Context: an optimization exercise on an open-source flow, tuned for small area, a short achievable clock period and few clock cycles. The choices shown serve that exercise and are no tape-out recipe.
Function was checked by simulation only, so behaviour that the tests miss may differ from the original.
Power and IR drop assume default switching activity.

==> inputs of v6 <==
// shk_lzw_dec
module shk_lzw_dec (
    input  wire       clk,
    input  wire       rst,
    input  wire [7:0] in_data,
    input  wire       in_valid,
    output wire       in_ready,
    input  wire       in_eof,
    output wire [7:0] out_data,
    output wire       out_valid,
    input  wire       out_ready,
    output wire       done,
    output wire [2:0] fault
);
    localparam [2:0] F_NONE    = 3'd0;
    localparam [2:0] F_CORRUPT = 3'd3;
    localparam [2:0] F_DICTOVF = 3'd6;
    localparam integer RB = 4;           
    localparam integer R  = 1 << RB;     
    localparam integer JD = 4;           
    localparam integer QD = 8;           
    localparam [8:0]   R9 = R[8:0];
    reg  [7:0]  ib;          
    reg         ibv;
    reg         in_rdy;
    reg  [23:0] acc;
    reg  [4:0]  cnt;
    reg         w10;         
    reg  [9:0]  size;        
    reg         fresh;
    reg         stop;        
    reg  [2:0]  fpend;       
    reg  [2:0]  fault_r;
    reg         done_r;
    reg  [10:0] jq [0:JD-1];
  ...
export LEC_CHECK = 0
export ABC_CLOCK_PERIOD_IN_PS = 4000
export CAP_MARGIN = 20
export CORE_MARGIN = 2
export CORE_UTILIZATION = 55
export PLACE_DENSITY = 0.65
export SLEW_MARGIN = 20
create_clock -name core_clock -period 10.0 [get_ports {clk}]
standard.sh (not shown) runs the stock make flow with config.mk's settings and CLKGATE_MAP_FILE= SYNTH_SCRIPT=/design/flow/synth_recipe.tcl, a recipe that flattens the netlist after the stock synthesis.
==> flow/flow/run.sh <==
#!/bin/bash
set -euo pipefail
export SETUP_SLACK_MARGIN=6.4
bash standard.sh finish > standard.log 2>&1
==> inputs of v2, as changes to v6 <==
--- a/flow/design.v
+++ b/flow/design.v
@@ -57,16 +57,19 @@
     wire [RB+1:0] cq0 = cq[0];
     reg         ract;        
     reg  [RB-1:0] rp;
     reg  [RB-1:0] rtop;
     reg  [RB:0] rs;          
     reg  [RB:0] htop;        
     reg  [7:0]  od;
     reg         ov;
+    reg         pwv;
+    reg  [RB-1:0] pwa;
+    reg  [7:0]  pwd;
     reg  [7:0]  ring [0:R-1];
     reg  [8:0]  dpfx [1:255];
     reg  [7:0]  dchr [1:255];
     assign in_ready  = in_rdy;
     assign out_valid = ov;
     assign out_data  = od;
     assign done      = done_r;
     assign fault     = fault_r;
@@ -102,16 +105,18 @@
     wire        wend   = wgo && lit && !lre;       
     wire        jpop   = (!wact || wfin) && jv[0];
     wire        cpush  = wgo && stopn;
     wire        restart = lwait && rd_idle;
     wire        ol     = !ov || out_ready;
     wire        rlast  = (rp == rtop);
     wire        rtake  = ol && !ract && qv[0];
     wire [RB-1:0] q_top = cq0[RB+1] ? (cq0[RB-1:0] - 1'b1) : htop[RB-1:0];
+    wire [RB-1:0] raddr = ract ? rp : cq0[RB-1:0];
+    wire [7:0]  rbyte  = (pwv && pwa == raddr) ? pwd : ring[raddr];
     wire        all_idle = !wact && !jv[0] && !qv[0] && !ract && !ov;
     wire [8:0]  left_n = lre ? (left - R9) : (d + 9'd1 - R9);
     always @(posedge clk) begin
         if (rst) begin
             ibv     <= 1'b0;
             in_rdy  <= 1'b1;
             acc     <= 24'd0;
             cnt     <= 5'd0;
@@ -128,17 +133,19 @@
             lm      <= 1'b0;
             lre     <= 1'b0;
             lwait   <= 1'b0;
             wp      <= {(RB+1){1'b0}};
             qv      <= {QD{1'b0}};
             ract    <= 1'b0;
             htop    <= {(RB+1){1'b0}};
             ov      <= 1'b0;
+            pwv     <= 1'b0;
         end else begin
+            pwv    <= wgo;
             ibv    <= ibv_n;
             in_rdy <= !ibv_n || (cnt_n <= 5'd16);
             acc    <= acc_n;
             cnt    <= cnt_n;
             if (dgo) begin
                 if (is_clr) begin
                     size  <= 10'd257;
                     fresh <= 1'b1;
@@ -253,17 +260,16 @@
                     cq[j] <= {!wfin, wp};
                 else if (j < QD - 1)
                     cq[j] <= cq[j + 1];
             end else begin
                 if (cpush && !qv[j] && (j == 0 || qv[j - 1]))
                     cq[j] <= {!wfin, wp};
             end
         end
-        if (wgo) ring[wp[RB-1:0]] <= wbyte;
+        pwa <= wp[RB-1:0];
+        pwd <= wbyte;
+        if (pwv) ring[pwa] <= pwd;
         dpfx[wsz] <= wpfx;
         dchr[wsz] <= cur[7:0];
-        if (ol) begin
-        if (ract) od <= ring[rp];
-        else if (qv[0]) od <= ring[cq0[RB-1:0]];
-        end
+        if (ol && (ract || qv[0])) od <= rbyte;
     end
 endmodule
- CTS_CLUSTER_DIAMETER: default -> 70
- CTS_CLUSTER_SIZE: default -> 20
==> inputs of v29, as changes to v6 <==
--- a/flow/design.v
+++ b/flow/design.v
@@ -57,19 +57,22 @@
     wire [RB+1:0] cq0 = cq[0];
     reg         ract;        
     reg  [RB-1:0] rp;
     reg  [RB-1:0] rtop;
     reg  [RB:0] rs;          
     reg  [RB:0] htop;        
     reg  [7:0]  od;
     reg         ov;
+    reg         pwv;
+    reg  [RB-1:0] pwa;
+    reg  [7:0]  pwd;
     reg  [7:0]  ring [0:R-1];
-    reg  [8:0]  dpfx [1:255];
-    reg  [7:0]  dchr [1:255];
+    wire [16:0] ent [0:255];
+    reg  [5:0]  ca0, ca1, ca2, ca3;
     assign in_ready  = in_rdy;
     assign out_valid = ov;
     assign out_data  = od;
     assign done      = done_r;
     assign fault     = fault_r;
     integer j;
     wire [9:0]  code   = w10 ? acc[9:0] : {1'b0, acc[8:0]};
     wire        have   = w10 ? (cnt >= 5'd10) : (cnt >= 5'd9);
@@ -83,35 +86,44 @@
     wire [10:0] jnew   = {fresh, !fresh && c_kwk, code[8:0]};
     wire        absorb = ibv && (cnt <= 5'd16);
     wire [23:0] acc_a  = acc | (absorb ? ({16'd0, ib} << cnt) : 24'd0);
     wire [23:0] acc_n  = !dgo ? acc_a :
                          w10  ? {10'd0, acc_a[23:10]} : {9'd0, acc_a[23:9]};
     wire [4:0]  cnt_n  = cnt + (absorb ? 5'd8 : 5'd0) -
                          (!dgo ? 5'd0 : w10 ? 5'd10 : 5'd9);
     wire        ibv_n  = (in_valid && in_rdy) || (ibv && !absorb);
-    wire [8:0]  e_pfx  = dpfx[cur[7:0]];
-    wire [7:0]  e_chr  = dchr[cur[7:0]];
+    wire [16:0] eq [0:3];
+    wire [16:0] e_sel  = cur[7] ? (cur[6] ? eq[3] : eq[2]) : (cur[6] ? eq[1] : eq[0]);
+    wire [8:0]  e_pfx  = e_sel[16:8];
+    wire [7:0]  e_chr  = e_sel[7:0];
     wire [7:0]  wbyte  = wk ? first_last : (cur[8] ? e_chr : cur[7:0]);
     wire        lit    = !wk && !cur[8];
     wire        stopn  = lre ? rz : lit;
     wire        full   = (htop[RB-1:0] == wp[RB-1:0]) && (htop[RB] != wp[RB]);
     wire        rd_idle = !ract && !qv[0];
     wire        wgo    = wact && !lwait && (lm || !full || rd_idle) &&
                          (!stopn || !qv[QD-1]);
     wire        lmnow  = lm || full;
     wire        wfin   = wgo && stopn && (lre ? lfinal : !lmnow);
     wire        wend   = wgo && lit && !lre;       
     wire        jpop   = (!wact || wfin) && jv[0];
     wire        cpush  = wgo && stopn;
     wire        restart = lwait && rd_idle;
+    wire        wload  = (wfin || !wact) && jv[0];
+    wire        cmove  = wload || restart || (wgo && !wk && cur[8]);
+    wire [8:0]  cur_n  = wload   ? (jq0[9] ? wprev : jq0[8:0]) :
+                         restart ? (wkwk ? wpfx : wprev) :
+                         (wgo && !wk && cur[8]) ? e_pfx : cur;
     wire        ol     = !ov || out_ready;
     wire        rlast  = (rp == rtop);
     wire        rtake  = ol && !ract && qv[0];
     wire [RB-1:0] q_top = cq0[RB+1] ? (cq0[RB-1:0] - 1'b1) : htop[RB-1:0];
+    wire [RB-1:0] raddr = ract ? rp : cq0[RB-1:0];
+    wire [7:0]  rbyte  = (pwv && pwa == raddr) ? pwd : ring[raddr];
     wire        all_idle = !wact && !jv[0] && !qv[0] && !ract && !ov;
     wire [8:0]  left_n = lre ? (left - R9) : (d + 9'd1 - R9);
     always @(posedge clk) begin
         if (rst) begin
             ibv     <= 1'b0;
             in_rdy  <= 1'b1;
             acc     <= 24'd0;
             cnt     <= 5'd0;
@@ -128,17 +140,26 @@
             lm      <= 1'b0;
             lre     <= 1'b0;
             lwait   <= 1'b0;
             wp      <= {(RB+1){1'b0}};
             qv      <= {QD{1'b0}};
             ract    <= 1'b0;
             htop    <= {(RB+1){1'b0}};
             ov      <= 1'b0;
+            pwv     <= 1'b0;
+            ca0     <= 6'd0;
+            ca1     <= 6'd63;
+            ca3     <= 6'd0;
         end else begin
+            pwv    <= wgo;
+            cur    <= cur_n;
+            ca0    <= cur_n[5:0];
+            ca1    <= cur_n[5:0];
+            if (cmove) ca3 <= cur_n[5:0];
             ibv    <= ibv_n;
             in_rdy <= !ibv_n || (cnt_n <= 5'd16);
             acc    <= acc_n;
             cnt    <= cnt_n;
             if (dgo) begin
                 if (is_clr) begin
                     size  <= 10'd257;
                     fresh <= 1'b1;
@@ -160,47 +181,44 @@
             else if (!push && jpop)
                 jv <= {1'b0, jv[JD-1:1]};
             if (wgo) begin
                 wp  <= wp - 1'b1;
                 d   <= d + 9'd1;
                 rem <= rem - 9'd1;
                 rz  <= (rem == 9'd1);
                 if (wk) wk <= 1'b0;
-                else if (cur[8]) cur <= e_pfx;
                 if (full) lm <= 1'b1;    
             end
             if (wend) begin
                 first_last <= cur[7:0];
                 if (wadd) wsz <= wsz + 8'd1;
             end
             if (cpush && !wfin) begin
                 lwait  <= 1'b1;
                 lre    <= 1'b1;
                 left   <= left_n;
                 lfinal <= (left_n <= R9);
             end
             if (restart) begin
                 lwait <= 1'b0;
-                cur   <= wkwk ? wpfx : wprev;
                 wk    <= wkwk;
                 rem   <= left - 9'd1;
                 rz    <= (left == 9'd1);
             end
             if (wfin) begin
                 lm  <= 1'b0;
                 lre <= 1'b0;
             end
             if (wfin || !wact) begin
                 wact <= jv[0];
                 if (jv[0]) begin
                     wkwk  <= jq0[9];
                     wadd  <= !jq0[10];
                     wk    <= jq0[9];
-                    cur   <= jq0[9] ? wprev : jq0[8:0];
                     wpfx  <= wprev;
                     wprev <= jq0[8:0];
                     d     <= 9'd0;
                     if (jq0[10]) wsz <= 8'd1;
                 end
             end
             if (cpush && !rtake)
                 qv <= {qv[QD-2:0], 1'b1};
@@ -231,16 +249,17 @@
             if (stop && all_idle && fault_r == F_NONE)
                 fault_r <= fpend;
             if (!have && !ibv && in_eof && !stop && all_idle)
                 done_r <= 1'b1;
         end
     end
     always @(posedge clk) begin
         if (in_rdy) ib <= in_data;
+        ca2 <= cur_n[5:0];
         for (j = 0; j < JD; j = j + 1) begin
             if (jpop) begin
                 if (push && jv[j] && (j == JD - 1 || !jv[j + 1]))
                     jq[j] <= jnew;
                 else if (j < JD - 1)
                     jq[j] <= jq[j + 1];
             end else begin
                 if (push && !jv[j] && (j == 0 || jv[j - 1]))
@@ -253,17 +272,48 @@
                     cq[j] <= {!wfin, wp};
                 else if (j < QD - 1)
                     cq[j] <= cq[j + 1];
             end else begin
                 if (cpush && !qv[j] && (j == 0 || qv[j - 1]))
                     cq[j] <= {!wfin, wp};
             end
         end
-        if (wgo) ring[wp[RB-1:0]] <= wbyte;
-        dpfx[wsz] <= wpfx;
-        dchr[wsz] <= cur[7:0];
-        if (ol) begin
-        if (ract) od <= ring[rp];
-        else if (qv[0]) od <= ring[cq0[RB-1:0]];
-        end
+        pwa <= wp[RB-1:0];
+        pwd <= wbyte;
+        if (pwv) ring[pwa] <= pwd;
+        if (ol && (ract || qv[0])) od <= rbyte;
     end
+    genvar g, t;
+    generate
+        for (g = 1; g < 256; g = g + 1) begin : dict
+            reg [16:0] e;
+            always @(posedge clk)
+                if (wsz == g) e <= {wpfx, cur[7:0]};
+            assign ent[g] = e;
+        end
+        assign ent[0] = ent[1];      
+        for (t = 0; t < 4; t = t + 1) begin : rdq
+            wire [5:0]  a = (t == 0) ? ca0 : (t == 1) ? ca1 : (t == 2) ? ca2 : ca3;
+            wire [16:0] m1 [0:31];
+            wire [16:0] m2 [0:15];
+            wire [16:0] m3 [0:7];
+            wire [16:0] m4 [0:3];
+            wire [16:0] m5 [0:1];
+            for (g = 0; g < 32; g = g + 1) begin : l1
+                assign m1[g] = a[0] ? ent[64*t + 2*g + 1] : ent[64*t + 2*g];
+            end
+            for (g = 0; g < 16; g = g + 1) begin : l2
+                assign m2[g] = a[1] ? m1[2*g + 1] : m1[2*g];
+            end
+            for (g = 0; g < 8; g = g + 1) begin : l3
+                assign m3[g] = a[2] ? m2[2*g + 1] : m2[2*g];
+            end
+            for (g = 0; g < 4; g = g + 1) begin : l4
+                assign m4[g] = a[3] ? m3[2*g + 1] : m3[2*g];
+            end
+            for (g = 0; g < 2; g = g + 1) begin : l5
+                assign m5[g] = a[4] ? m4[2*g + 1] : m4[2*g];
+            end
+            assign eq[t] = a[5] ? m5[1] : m5[0];
+        end
+    endgenerate
 endmodule
- CTS_CLUSTER_DIAMETER: default -> 70
- CTS_CLUSTER_SIZE: default -> 20
==> inputs of v34, as changes to v6 <==
==> flow/design.v (replaced) <==
module shk_lzw_dec (
    input  wire       clk,
    input  wire       rst,
    input  wire [7:0] in_data,
    input  wire       in_valid,
    output wire       in_ready,
    input  wire       in_eof,
    output wire [7:0] out_data,
    output wire       out_valid,
    input  wire       out_ready,
    output wire       done,
    output wire [2:0] fault
);
    localparam [2:0] F_NONE    = 3'd0;
    localparam [2:0] F_CORRUPT = 3'd3;
    localparam [2:0] F_DICTOVF = 3'd6;
    localparam integer RB = 4;           
    localparam integer R  = 1 << RB;     
    localparam integer JD = 4;           
    localparam integer QD = 8;           
    reg  [7:0]  ib;          
    reg         ibv;
    reg         in_rdy;
    reg  [23:0] acc;
    reg  [4:0]  cnt;
    reg         w10;         
    reg  [9:0]  size;        
    reg         fresh;
    reg         stop;        
    reg  [2:0]  fpend;       
    reg  [2:0]  fault_r;
    reg         done_r;
    reg  [10:0] jq [0:JD-1];
    reg  [3:0]  jcnt;
    wire [10:0] jq0 = jq[0];
    reg         wact;        
    reg  [8:0]  cur;         
    reg         wk;          
    reg         wkwk;        
    reg         wadd;        
    reg  [8:0]  wprev;       
    reg  [8:0]  wpfx;        
    reg  [7:0]  wsz;         
    reg  [7:0]  first_last;  
    reg  [8:0]  d;           
    reg         lm;          
    reg         lre;         
    reg         lwait;       
    reg  [8:0]  left;        
    reg  [RB:0] wp;          
    reg  [RB+1:0] cq [0:QD-1];
    reg  [3:0]  qcnt;
    wire [RB+1:0] cq0 = cq[0];
    reg         ract;        
    reg  [RB-1:0] rp;
    reg  [RB-1:0] rtop;
    reg  [RB:0] rs;          
    reg  [RB:0] htop;        
    reg  [7:0]  od;
    reg         ov;
    reg  [7:0]  ring [0:R-1];
    reg  [8:0]  dpfx [1:255];
    reg  [7:0]  dchr [1:255];
    assign in_ready  = in_rdy;
    assign out_valid = ov;
    assign out_data  = od;
    assign done      = done_r;
    assign fault     = fault_r;
    integer k;
    wire [9:0]  code   = w10 ? acc[9:0] : {1'b0, acc[8:0]};
    wire        have   = w10 ? (cnt >= 5'd10) : (cnt >= 5'd9);
    wire        dgo    = have && !stop && (jcnt != JD);
    wire        is_clr = (code == 10'h100);
    wire        c_lit  = !code[9] && !code[8];
    wire        c_big  = (code > size);
    wire        c_full = size[9];
    wire        c_kwk  = (code == size);
    wire        push   = dgo && !is_clr && (fresh ? c_lit : (!c_big && !c_full));
    wire [10:0] jnew   = {fresh, !fresh && c_kwk, code[8:0]};
    wire [4:0]  cnt_c  = dgo ? (cnt - (w10 ? 5'd10 : 5'd9)) : cnt;
    wire [23:0] acc_c  = dgo ? (w10 ? {10'd0, acc[23:10]} : {9'd0, acc[23:9]}) : acc;
    wire        absorb = ibv && (cnt <= 5'd16);
    wire [4:0]  cnt_n  = cnt_c + (absorb ? 5'd8 : 5'd0);
    wire [23:0] acc_n  = acc_c | (absorb ? ({16'd0, ib} << cnt_c) : 24'd0);
    wire        ibv_n  = (in_valid && in_rdy) || (ibv && !absorb);
    wire [8:0]  e_pfx  = dpfx[cur[7:0]];
    wire [7:0]  e_chr  = dchr[cur[7:0]];
    wire [7:0]  wbyte  = wk ? first_last : (cur[8] ? e_chr : cur[7:0]);
    wire        lit    = !wk && !cur[8];
    wire        stopn  = lre ? ((d + 9'd1) == left) : lit;
    wire [RB:0] used   = htop - wp;
    wire        full   = used[RB];
    wire        rd_idle = !ract && (qcnt == 4'd0);
    wire        wgo    = wact && !lwait && (lm || !full || rd_idle) &&
                         (!stopn || (qcnt != QD));
    wire        lfinal = (left <= R);
    wire        wfin   = wgo && stopn && (!(lm || full) || (lre && lfinal));
    wire        wend   = wgo && lit && !lre;       
    wire        jpop   = (!wact || wfin) && (jcnt != 4'd0);
    wire        cpush  = wgo && stopn;
    wire        ol     = !ov || out_ready;
    wire        rlast  = (rp == rtop);
    wire        rtake  = ol && !ract && (qcnt != 4'd0);
    wire [RB-1:0] q_top = cq0[RB+1] ? (cq0[RB-1:0] - 1'b1) : htop[RB-1:0];
    wire        all_idle = !wact && (jcnt == 4'd0) && (qcnt == 4'd0) && !ract && !ov;
    always @(posedge clk) begin
        if (rst) begin
            ibv     <= 1'b0;
            in_rdy  <= 1'b1;
            acc     <= 24'd0;
            cnt     <= 5'd0;
            w10     <= 1'b0;
            size    <= 10'd257;
            fresh   <= 1'b1;
            stop    <= 1'b0;
            fpend   <= F_NONE;
            fault_r <= F_NONE;
            done_r  <= 1'b0;
            jcnt    <= 4'd0;
            wact    <= 1'b0;
            wk      <= 1'b0;
            lm      <= 1'b0;
            lre     <= 1'b0;
            lwait   <= 1'b0;
            wp      <= {(RB+1){1'b0}};
            qcnt    <= 4'd0;
            ract    <= 1'b0;
            htop    <= {(RB+1){1'b0}};
            ov      <= 1'b0;
        end else begin
            if (in_rdy) ib <= in_data;
            ibv    <= ibv_n;
            in_rdy <= !ibv_n || (cnt_n <= 5'd16);
            acc    <= acc_n;
            cnt    <= cnt_n;
            if (dgo) begin
                if (is_clr) begin
                    size  <= 10'd257;
                    fresh <= 1'b1;
                    w10   <= 1'b0;
                end else if (fresh) begin
                    if (c_lit) fresh <= 1'b0;
                    else begin stop <= 1'b1; fpend <= F_CORRUPT; end
                end else if (c_big) begin
                    stop <= 1'b1; fpend <= F_CORRUPT;
                end else if (c_full) begin
                    stop <= 1'b1; fpend <= F_DICTOVF;
                end else begin
                    size <= size + 10'd1;
                    if (size == 10'd510) w10 <= 1'b1;
                end
            end
            for (k = 0; k < JD; k = k + 1) begin
                if (jpop && k < JD - 1) jq[k] <= jq[k + 1];
                if (push && (jcnt - {3'd0, jpop}) == k) jq[k] <= jnew;
            end
            jcnt <= jcnt + {3'd0, push} - {3'd0, jpop};
            if (wgo) begin
                ring[wp[RB-1:0]] <= wbyte;
                wp <= wp - 1'b1;
                d  <= d + 9'd1;
                if (wk) wk <= 1'b0;
                else if (cur[8]) cur <= e_pfx;
                if (!lm && full) lm <= 1'b1;    
            end
            dpfx[wsz] <= wpfx;
            dchr[wsz] <= cur[7:0];
            if (wend) begin
                first_last <= cur[7:0];
                if (wadd) wsz <= wsz + 8'd1;
            end
            if (cpush && !wfin) begin
                lwait <= 1'b1;
                lre   <= 1'b1;
                left  <= lre ? (left - R) : (d + 9'd1 - R);
            end
            if (lwait && rd_idle) begin
                lwait <= 1'b0;
                cur   <= wkwk ? wpfx : wprev;
                wk    <= wkwk;
                d     <= 9'd0;
            end
            if (wfin) begin
                lm  <= 1'b0;
                lre <= 1'b0;
            end
            if (wfin || !wact) begin
                wact <= (jcnt != 4'd0);
                if (jcnt != 4'd0) begin
                    wkwk  <= jq0[9];
                    wadd  <= !jq0[10];
                    wk    <= jq0[9];
                    cur   <= jq0[9] ? wprev : jq0[8:0];
                    wpfx  <= wprev;
                    wprev <= jq0[8:0];
                    d     <= 9'd0;
                    if (jq0[10]) wsz <= 8'd1;
                end
            end
            for (k = 0; k < QD; k = k + 1) begin
                if (rtake && k < QD - 1) cq[k] <= cq[k + 1];
                if (cpush && (qcnt - {3'd0, rtake}) == k) cq[k] <= {!wfin, wp};
            end
            qcnt <= qcnt + {3'd0, cpush} - {3'd0, rtake};
            if (ol) begin
                if (ract) begin
                    od <= ring[rp];
                    ov <= 1'b1;
                    if (rlast) begin
                        ract <= 1'b0;
                        htop <= rs - 1'b1;
                    end
                    rp <= rp + 1'b1;
                end else if (qcnt != 4'd0) begin
                    od <= ring[cq0[RB-1:0]];
                    ov <= 1'b1;
                    if (cq0[RB-1:0] == q_top) begin
                        htop <= cq0[RB:0] - 1'b1;
                    end else begin
                        ract <= 1'b1;
                        rp   <= cq0[RB-1:0] + 1'b1;
                        rs   <= cq0[RB:0];
                        rtop <= q_top;
                    end
                end else begin
                    ov <= 1'b0;
                end
            end
            if (stop && all_idle && fault_r == F_NONE)
                fault_r <= fpend;
            if (!have && !ibv && in_eof && !stop && all_idle)
                done_r <= 1'b1;
        end
    end
endmodule
==> flow/run.sh (new file) <==
#!/bin/bash
# synth_recipe.tcl (not shown) runs the flow's synth.tcl, then flattens the netlist and writes it again
# the make line also repeats each setting of config.mk as NAME=value (left out here)
make -C /OpenROAD-flow-scripts/flow DESIGN_CONFIG=/design/flow/config.mk WORK_HOME=/design/flow/orfs CLKGATE_MAP_FILE= SYNTH_SCRIPT=/design/flow/synth_recipe.tcl finish
- SETUP_SLACK_MARGIN: default -> 5
removed: flow/flow/run.sh
removed: flow/standard.sh
==> run summary <==
item	v29	v2	v34	v6
Outcome	complete, no violations	complete, no violations	complete, no violations	complete, no violations
IR Drop Worst-Case VDD	0.000280 V	0.000240 V	0.000301 V	0.000199 V
Die width	586 µm	584 µm	585 µm	585 µm
Total wirelength of the detailed-routed design	504,000 µm	557,000 µm	473,000 µm	553,000 µm
Placeable core region	0.337 mm²	0.336 mm²	0.337 mm²	0.337 mm²
Number of detailed-routing iterations run before antenna repair	8	14	6	6
Endpoint of the lowest-slack register-to-register path	cur[8]$_DFFE_PP_	cur[5]$_DFFE_PN_	-	ring[11][6]$_DFFE_PP_
Part of the cycle the worst path needs	0.366	0.389	0.500	0.434
Area of the mapped netlist	0.186 mm²	0.185 mm²	0.186 mm²	0.186 mm²
Non-clock buffer share of cell area	0.0305	0.0336	0.0208	0.0426
Initial antenna violation count	24	30	26	22
Ratio of cells with drive above 1 in the final layout	0.262	0.252	0.288	0.322
Count of unique library cells instantiated by Yosys	87	85	89	81
Number of filler instances in the final layout	23,100	23,100	22,700	22,000
Placement Cell Area	0.194 mm²	0.193 mm²	0.193 mm²	0.193 mm²
Source-to-sink clock delay at the later pin of the worst-skew pair	0.97 ns	1.02 ns	1.00 ns	1.02 ns
Final Instance Area	0.205 mm²	0.205 mm²	0.209 mm²	0.217 mm²
Via-to-Cell Ratio	6.79	7.01	6.60	6.85
Total Die Area	0.343 mm²	0.342 mm²	0.343 mm²	0.343 mm²
Share of the synthesized area in the top cell type	0.752	0.755	0.750	0.752
Total power consumption of the routed design	0.0545 W	0.0578 W	0.0616 W	0.0633 W
Share of power burned in combinational logic	0.331	0.369	0.309	0.343
Synth-to-Final Area Change	10.4%	10.8%	12.5%	16.5%
Max-slew headroom	0.143	0.0683	0.190	0.162
Routed wl met2	238,000 µm	255,000 µm	222,000 µm	258,000 µm
Cell seen most often among critical-path stages	buf_4	buf_8	-	buf_6
Diodes inserted	8	22	11	14
Testbench counts of v6, summed over its fixed seeds: cycles 65,886.
Testbench counts of v2, summed over its fixed seeds: cycles 65,886.
Testbench counts of v29, summed over its fixed seeds: cycles 65,886.
Testbench counts of v34, summed over its fixed seeds: cycles 65,886.

## what the ideal ports hide
In the flow no input, the clock included, has a driving cell. The finished layouts below were timed again as built, in two steps.
Step 1 (the two cells are an assumption about what drives the block):
set clk [get_ports {clk}]
set_driving_cell -lib_cell sky130_fd_sc_hd__clkbuf_16 $clk
set_driving_cell -lib_cell sky130_fd_sc_hd__buf_2 [delete_from_list [all_inputs] $clk]
Step 2 also shifts input and output timing later by t, the mid clock arrival at the registers, as if the neighbouring blocks saw the same clock.
Slacks: ideal ports / drivers / drivers and shift; pairs: ideal ports / drivers.
| run | t, ns | setup slack, ns | worst setup path after step 2 | clock arrival spread, ns |
|---|---|---|---|---|
| v6 | 1.095 | 5.665 / 5.665 / 5.665 | register to register | 0.053 / 0.054 |
| v2 | 1.091 | 6.114 / 6.114 / 5.719 | input to register | 0.066 / 0.066 |
| v29 | 1.064 | 6.341 / 6.341 / 5.607 | input to register | 0.053 / 0.052 |
| v34 | 1.073 | 5.003 / 5.003 / 4.205 | input to register | 0.074 / 0.074 |
After both steps setup and hold are still met in every run listed. The setup slack of v34, which loses most, moves by 0.000 ns with the drivers and by -0.798 ns with both steps.
